Background: an optimization exercise with open tools, aiming at small area, a short achievable clock period and few clock cycles. Do not read the settings as production practice. RTL that was checked went through simulation tests only; none was proved equivalent to the original. Power and IR drop assume default switching activity.

## red
// cvfp
module cvfp (
    input  wire        clk,
    input  wire        rst,
    input  wire        cmd_valid,
    output wire        cmd_ready,
    input  wire [3:0]  cmd_op,
    input  wire [15:0] cmd_a,
    input  wire [7:0]  cmd_b,
    input  wire        pv_valid,
    output wire        pv_ready,
    input  wire [7:0]  pv_data,
    output reg         rsp_valid,
    output reg  [2:0]  rsp_code,
    output reg  [15:0] rsp_data
);
    localparam BUFSZ = 258;
    localparam F     = 10;           
    localparam M     = BUFSZ - F;    
    localparam QN    = 4;            
    localparam QW    = 2;
    localparam OP_CLR   = 4'h0;
    localparam OP_PUSH  = 4'h1;
    localparam OP_RDB   = 4'h2;
    localparam OP_ENC   = 4'h3;
    localparam OP_SUM   = 4'h4;
    localparam OP_VAL   = 4'h5;
    localparam OP_WFQ   = 4'h6;
    localparam OP_FSZ   = 4'h7;
    localparam OP_GETF  = 4'h8;
    localparam OP_GETB  = 4'h9;
    localparam OP_GETSB = 4'hA;
    localparam OP_GETH  = 4'hB;
    localparam OP_RDST  = 4'hC;
    localparam R_OK         = 3'd0;
    localparam R_ERR        = 3'd1;
    localparam R_UNDERRUN   = 3'd2;
  ...
==> flow/config.mk <==
export PLATFORM = sky130hd
export DESIGN_NAME = cvfp
export DESIGN_NICKNAME = cvfp
export VERILOG_FILES = /design/flow/design.v
export SDC_FILE = /design/flow/constraint.sdc
export NUM_CORES = 4
export LEC_CHECK = 0
export ABC_CLOCK_PERIOD_IN_PS = 3000
export CAP_MARGIN = 20
export CORE_MARGIN = 2
export CORE_UTILIZATION = 60
export PLACE_DENSITY = 0.7
export SLEW_MARGIN = 20
export TNS_END_PERCENT = 100
==> flow/constraint.sdc <==
create_clock -name core_clock -period 10.0 [get_ports {clk}]
set_input_delay 2.0000 -clock core_clock [delete_from_list [all_inputs] [get_ports {clk}]]
set_output_delay 2.0000 -clock core_clock [all_outputs]
set_load 0.01 [all_outputs]
standard.sh (not shown) runs the stock make flow with config.mk's settings and CLKGATE_MAP_FILE= SYNTH_SCRIPT=/design/flow/synth_recipe.tcl, a recipe that flattens the netlist after the stock synthesis.
==> flow/flow/run.sh <==
#!/bin/bash
set -euo pipefail
bash standard.sh SETUP_SLACK_MARGIN=${MARGIN:-6.8} \
  "BUFFER_PORTS_ARGS=-buffer_cell sky130_fd_sc_hd__buf_4" \
  "CTS_ARGS=-sink_clustering_enable -repair_clock_nets -dont_use_dummy_load -sink_clustering_size 16 -sink_clustering_max_diameter 50 -sink_clustering_buffer sky130_fd_sc_hd__clkbuf_8" \
  finish > standard.log 2>&1
Testbench counts of red, summed over its fixed seeds: cycles 50,654.
diff inputs: red => blue
-- flow/design.v --
<<< red, line 68
    reg        pv_rdy;
    reg        r_early;          
    reg        s_early;          
    reg [7:0]  tk_left;          
>>> blue, line 68
    reg        pv_rdy;
    reg        r_early;          
    reg        r_new;            
    reg        r_go;             
    reg        s_early;          
    reg [7:0]  tk_left;          
<<< red, line 77
    reg        q_enc;
    reg        q_sum;            
    reg        q_ring;           
    reg [8:0]  q_ri;
    reg        q_new;            
    reg        q_go;             
    reg        q_lor, q_hir;     
    reg [3:0]  q_li, q_hi_i;     
>>> blue, line 79
    reg        q_enc;
    reg        q_sum;            
    reg        q_lor, q_hir;     
    reg [3:0]  q_li, q_hi_i;     
<<< red, line 102
    wire a_ge_cnt = a_hi || (r_a[8:0] >= cnt);
    wire a_lt_wp  = !a_hi && (r_a[8:0] < wp);
    wire q_out  = q_v && (!(q_ring && q_rd) || (q_go && !q_new));
    wire q_adv  = !q_v || q_out;
    wire q_room = !f_occ[QN-1] && !(f_occ[QN-2] && q_v);
    reg r_can;
>>> blue, line 100
    wire a_ge_cnt = a_hi || (r_a[8:0] >= cnt);
    wire a_lt_wp  = !a_hi && (r_a[8:0] < wp);
    wire q_out  = q_v;
    wire q_room = !f_occ[QN-1] && !(f_occ[QN-2] && q_v);
    reg r_can;
<<< red, line 115
        endcase
    end
    wire ex = r_v && r_can && q_adv && q_room;
    wire [9:0] len_p2 = {2'b00, b3} + 10'd2;
    wire [9:0] len_p3 = {2'b00, b3} + 10'd3;
>>> blue, line 112
        endcase
    end
    wire ex = r_v && r_can && q_room && (!x_ring || (r_go && !r_new));
    wire [9:0] len_p2 = {2'b00, b3} + 10'd2;
    wire [9:0] len_p3 = {2'b00, b3} + 10'd3;
<<< red, line 225
    wire x_hir  = (r_op == OP_GETH) && hi_ring;
    wire x_ring = is_rd_op && (lo_ring || x_hir);
    wire x_go     = r_v && q_adv && q_room && !enc_busy;
    wire do_push  = x_go && (r_op == OP_PUSH) && !sum_pend && w_ok && !cnt_full;
    wire do_clr   = x_go && (r_op == OP_CLR);
>>> blue, line 222
    wire x_hir  = (r_op == OP_GETH) && hi_ring;
    wire x_ring = is_rd_op && (lo_ring || x_hir);
    wire [8:0] php_nn = (php_n == BUFSZ - 1) ? F : php_n + 9'd1;
    wire x_go     = r_v && q_room && !enc_busy;
    wire do_push  = x_go && (r_op == OP_PUSH) && !sum_pend && w_ok && !cnt_full;
    wire do_clr   = x_go && (r_op == OP_CLR);
<<< red, line 398
        if (!p_keep)
            p_d <= pv_data;
        if (r_load)
            r_early <= s_full ? s_early : early;
>>> blue, line 396
        if (!p_keep)
            p_d <= pv_data;
        r_new <= r_load;
        r_go  <= (php_nn == x_ri) || !x_rd;
        if (r_load)
            r_early <= s_full ? s_early : early;
<<< red, line 421
        if (rst)
            q_v <= 1'b0;
        else if (q_adv)
            q_v <= ex;
        q_go  <= (php_n == q_ri);
        q_new <= q_adv;
        if (q_adv) begin
            q_code <= x_code;
            q_data <= x_data;
            q_rd   <= x_rd;
            q_kind <= x_kind;
            q_enc  <= (r_op == OP_ENC) && (enc_p != 8'd0) && (enc_p <= 8'd252);
            q_sum  <= x_sumw;
            q_ring <= x_ring;
            q_ri   <= x_ri;
            q_lor  <= lo_ring;
            q_hir  <= x_hir;
            q_li   <= ridx[3:0];
            q_hi_i <= x_hi_i;
        end
    end
    wire [7:0] q_lo  = (q_li < F) ? lo_c[q_li] : 8'd0;
>>> blue, line 421
        if (rst)
            q_v <= 1'b0;
        else
            q_v <= ex;
        q_code <= x_code;
        q_data <= x_data;
        q_rd   <= x_rd;
        q_kind <= x_kind;
        q_enc  <= (r_op == OP_ENC) && (enc_p != 8'd0) && (enc_p <= 8'd252);
        q_sum  <= x_sumw;
        q_lor  <= lo_ring;
        q_hir  <= x_hir;
        q_li   <= ridx[3:0];
        q_hi_i <= x_hi_i;
    end
    wire [7:0] q_lo  = (q_li < F) ? lo_c[q_li] : 8'd0;
For blue, the cell with the biggest individual delay on the critical path was dfxtp_4, unlike red, where it was dfxtp_2.
The register share of total power number comes out higher for red vs blue.
In the reports for blue and red, the smaller average cell area after synthesis belongs to blue.
blue vs. red: overall global routing resource usage went down by 0.43 points.
Cmp blue and red / vertical die dimension / higher: red
Between blue and red, final critical-path setup slack is higher for red, blue comes in under that.
Sequential share of layout area: red vs blue — no meaningful difference
For the post-route clock period utilization, blue came in 0.43 points higher than red did.
Total routed wirelength, blue and red: larger value in red
Going from red to blue, number of buffers created by CTS shrank by a few percent.
blue ends up with lower normalized max-slew margin than red does.
Delta (blue minus red): fill cell total of the finished layout saw a decrease, minimum period implied by the final worst setup slack rose 43 ps.
For blue, only the layout was checked, not whether the RTL still works.

the reference run:
cvfp, a different RTL version from the one above (not shown whole).
Size: ~4,300 cells after synthesis, about 2,400 flip-flops, ~62 I/O pins.
clock: 10.0 ns
lec_check: 0
abc_clock_period_in_ps: 3000
cap_margin: 20
core_margin: 2
core_utilization: 60
place_density: 0.7
slew_margin: 20
tns_end_percent: 100
==> flow/flow/run.sh <==
#!/bin/bash
set -euo pipefail
bash standard.sh SETUP_SLACK_MARGIN=${MARGIN:-6.8} \
  "BUFFER_PORTS_ARGS=-buffer_cell sky130_fd_sc_hd__buf_4" \
  "CTS_ARGS=-sink_clustering_enable -repair_clock_nets -dont_use_dummy_load -sink_clustering_size 24 -sink_clustering_max_diameter 60" \
  finish > standard.log 2>&1
Testbench counts of the reference run, summed over its fixed seeds: cycles 50,654.
Setup changes, the reference run to the trial run
--- a/flow/design.v
+++ b/flow/design.v
@@ -56,21 +56,19 @@
     reg       w_al;              
     reg       enc_busy;          
     reg [7:0] s_w, s_a, s_v;
     reg [9:0] dl;                
     reg [7:0] np;                
     reg        r_v, s_empty;
-    reg        s_full;           
     reg [3:0]  r_op, s_op;
     reg [15:0] r_a, s_a_q;
     reg [7:0]  r_b, s_b;
     reg        p_v;
     reg [7:0]  p_d;
     reg        pv_rdy;
     reg        r_early;          
-    reg        s_early;          
     reg [7:0]  tk_left;          
     reg        q_v;
     reg [2:0]  q_code;
     reg [15:0] q_data;
     reg        q_rd;
     reg [1:0]  q_kind;
@@ -85,12 +83,13 @@
     reg [2:0]    f_code [0:QN-1];
     reg [15:0]   f_data [0:QN-1];
     reg          f_enc  [0:QN-1];
     reg          f_sum  [0:QN-1];
     reg [QW-1:0] f_rd, f_wr;
     reg [QW:0]   f_cnt;
+    wire   s_full    = !s_empty;
     assign cmd_ready = s_empty;
     assign pv_ready  = pv_rdy;
     wire acc  = cmd_valid && !s_full;
     wire take = pv_valid && pv_rdy;
     reg  wp_low;                             
     reg  cnt_full;                           
@@ -290,16 +289,14 @@
                 endcase
             end
             if (do_clr || do_enc)
                 wp_low <= 1'b1;
             else if (wr_en && wp == F - 1)
                 wp_low <= 1'b0;
-            if (do_clr)
+            if (do_clr || do_enc)
                 cnt_full <= 1'b0;
-            else if (do_enc)
-                cnt_full <= (enc_p == 8'd252);
             else if (do_push && cnt == BUFSZ - 1)
                 cnt_full <= 1'b1;
             w_al <= w_al_n;
             if (do_clr)
                 wp <= 9'd0;
             else if (do_enc)
@@ -340,22 +337,21 @@
     wire p_v_n    = take || p_keep;
     wire wp_n_low = wr_en ? (wp < F - 1) : wp_low;
     wire tk_one   = (tk_left == 8'd1);
     wire cons_n   = do_enc || (enc_busy && (wp_n_low || w_al_n));    
     wire r_load   = ex || !r_v;
     wire c_p_ok   = (|cmd_a[15:8]) && !((&cmd_a[15:10]) && (|cmd_a[9:8]));     
-    wire early    = acc && (cmd_op == OP_ENC) && c_p_ok &&
-                    bytes_in && !p_v && !enc_busy && !sum_pend && !(r_v && r_op == OP_ENC);
+    wire early    = acc && !s_full && r_load && (cmd_op == OP_ENC) && c_p_ok &&
+                    bytes_in && !p_keep && !enc_busy && !sum_pend && !(do_enc && enc_p != 8'd0);
     wire last_tk  = take && tk_one;                              
     wire x_sumw   = (r_op == OP_SUM) && enc_busy;                
     wire w_al_n   = wr_en ? (wp_low ? (php_n == F) : w_al) : (php_n == wp);
     always @(posedge clk) begin
         if (rst) begin
             r_v     <= 1'b0;
             s_empty <= 1'b1;
-            s_full  <= 1'b0;
             p_v     <= 1'b0;
             pv_rdy  <= 1'b0;
             tk_left <= 8'd0;
             bytes_in <= 1'b1;
             bw       <= 1'b0;
             sum_pend <= 1'b0;
@@ -384,26 +380,21 @@
                     bytes_in <= tk_one;
                 end
             end
             if (r_load) begin
                 r_v     <= s_full || acc;
                 s_empty <= 1'b1;
-                s_full  <= 1'b0;
-            end else if (acc) begin
+            end else if (acc)
                 s_empty <= 1'b0;
-                s_full  <= 1'b1;
-            end
         end
     end
     always @(posedge clk) begin
         if (!p_keep)
             p_d <= pv_data;
         if (r_load)
-            r_early <= s_full ? s_early : early;
-        else if (!s_full)
-            s_early <= early;
+            r_early <= early;
         if (r_load) begin
             if (s_full) begin
                 r_op <= s_op;
                 r_a  <= s_a_q;
                 r_b  <= s_b;
             end else begin
@@ -451,38 +442,33 @@
             K_SX:    q_res = {{8{rd_lo[7]}}, rd_lo};
             K_HW:    q_res = {rd_hi, rd_lo};
             default: q_res = {8'd0, rd_lo};
         endcase
     end
     wire f_empty  = (f_cnt == 0);
+    wire enc_ok   = !bw || last_tk;                  
     wire sum_ok   = bytes_in && !p_v;                
-    wire q_ok     = q_out && (!q_enc || !bw) && (!q_sum || sum_ok);
-    wire f_ok     = (!f_enc[f_rd] || !bw || last_tk) && (!f_sum[f_rd] || sum_ok);
-    wire head_ok  = f_empty ? q_ok : f_ok;
+    wire head_ok  = f_empty ? (q_out && (!q_enc || enc_ok) && (!q_sum || sum_ok)) :
+                              ((!f_enc[f_rd] || enc_ok) && (!f_sum[f_rd] || sum_ok));
     wire head_sum = f_empty ? q_sum : f_sum[f_rd];
     wire sum_out  = head_ok && head_sum;
-    wire f_pop    = !f_empty && f_ok;
-    wire f_push   = q_out && !(f_empty && q_ok);
-    wire [QW:0] f_cnt_up = f_cnt + 1'b1;
-    wire [QW:0] f_cnt_dn = f_cnt - 1'b1;
+    wire f_pop    = !f_empty && head_ok;
+    wire f_push   = q_out && !(f_empty && head_ok);
     always @(posedge clk) begin
         if (rst) begin
             rsp_valid <= 1'b0;
             f_rd      <= 0;
             f_wr      <= 0;
             f_cnt     <= 0;
         end else begin
             rsp_valid <= head_ok;
             if (f_pop)
                 f_rd <= (f_rd == QN - 1) ? 0 : f_rd + 1'b1;
             if (f_push)
                 f_wr <= (f_wr == QN - 1) ? 0 : f_wr + 1'b1;
-            if (f_push && !f_pop)
-                f_cnt <= f_cnt_up;
-            else if (f_pop && !f_push)
-                f_cnt <= f_cnt_dn;
+            f_cnt <= f_cnt + f_push - f_pop;
         end
         if (head_sum) begin
             rsp_code <= R_OK;
             rsp_data <= {8'd0, ~s_a};
         end else if (f_empty) begin
             rsp_code <= q_code;
### Flow results
In terms of sequential power, the trial run and the reference run differ only marginally.
From the reference run to the trial run the numbers moved as follows: power shrank by 1.2%; setup clock skew after layout shrank by 0.0058 ns; portion of netlist area occupied by mux cells held steady.
Number of non-clock buffers: the trial run vs the reference run down 0.58%
The trial run — final area 0.51% lower, the reference run as reference
The trial run finished all stages; the layout is clean.
Function not checked in the trial run: the RTL went through the layout flow alone.

static timing again, ports no longer ideal:
The results above use ideal ports. As a check the final layouts listed here were re-extracted and re-timed, cells and wires unchanged.
Step 1 (the two cells are an assumption about what drives the block):
set clk [get_ports {clk}]
set_driving_cell -lib_cell sky130_fd_sc_hd__clkbuf_16 $clk
set_driving_cell -lib_cell sky130_fd_sc_hd__buf_2 [delete_from_list [all_inputs] $clk]
Step 2 moves the port delays by t, midway between the first and last clock arrival at a register: inputs arrive t later, outputs are due t later. That takes back most of the time a late clock gives input paths.
Three values: ideal ports, drivers, drivers and shift; two values: the first two.
run | t (ns) | setup WS [ns] | clock arrival spread, ns
red | 0.782 | 6.821 / 6.749 / 6.116 | 0.099 / 0.098
blue | 0.767 | 6.778 / 6.710 / 6.128 | 0.094 / 0.094
the reference run | 0.788 | 6.780 / 6.724 / 6.009 | 0.089 / 0.089
the trial run | 0.784 | 6.413 / 6.413 / 5.628 | 0.100 / 0.099
After both steps every run listed still meets setup and hold. The setup slack of the trial run, which loses most, moves by 0.000 ns with the drivers and by -0.785 ns with both steps.
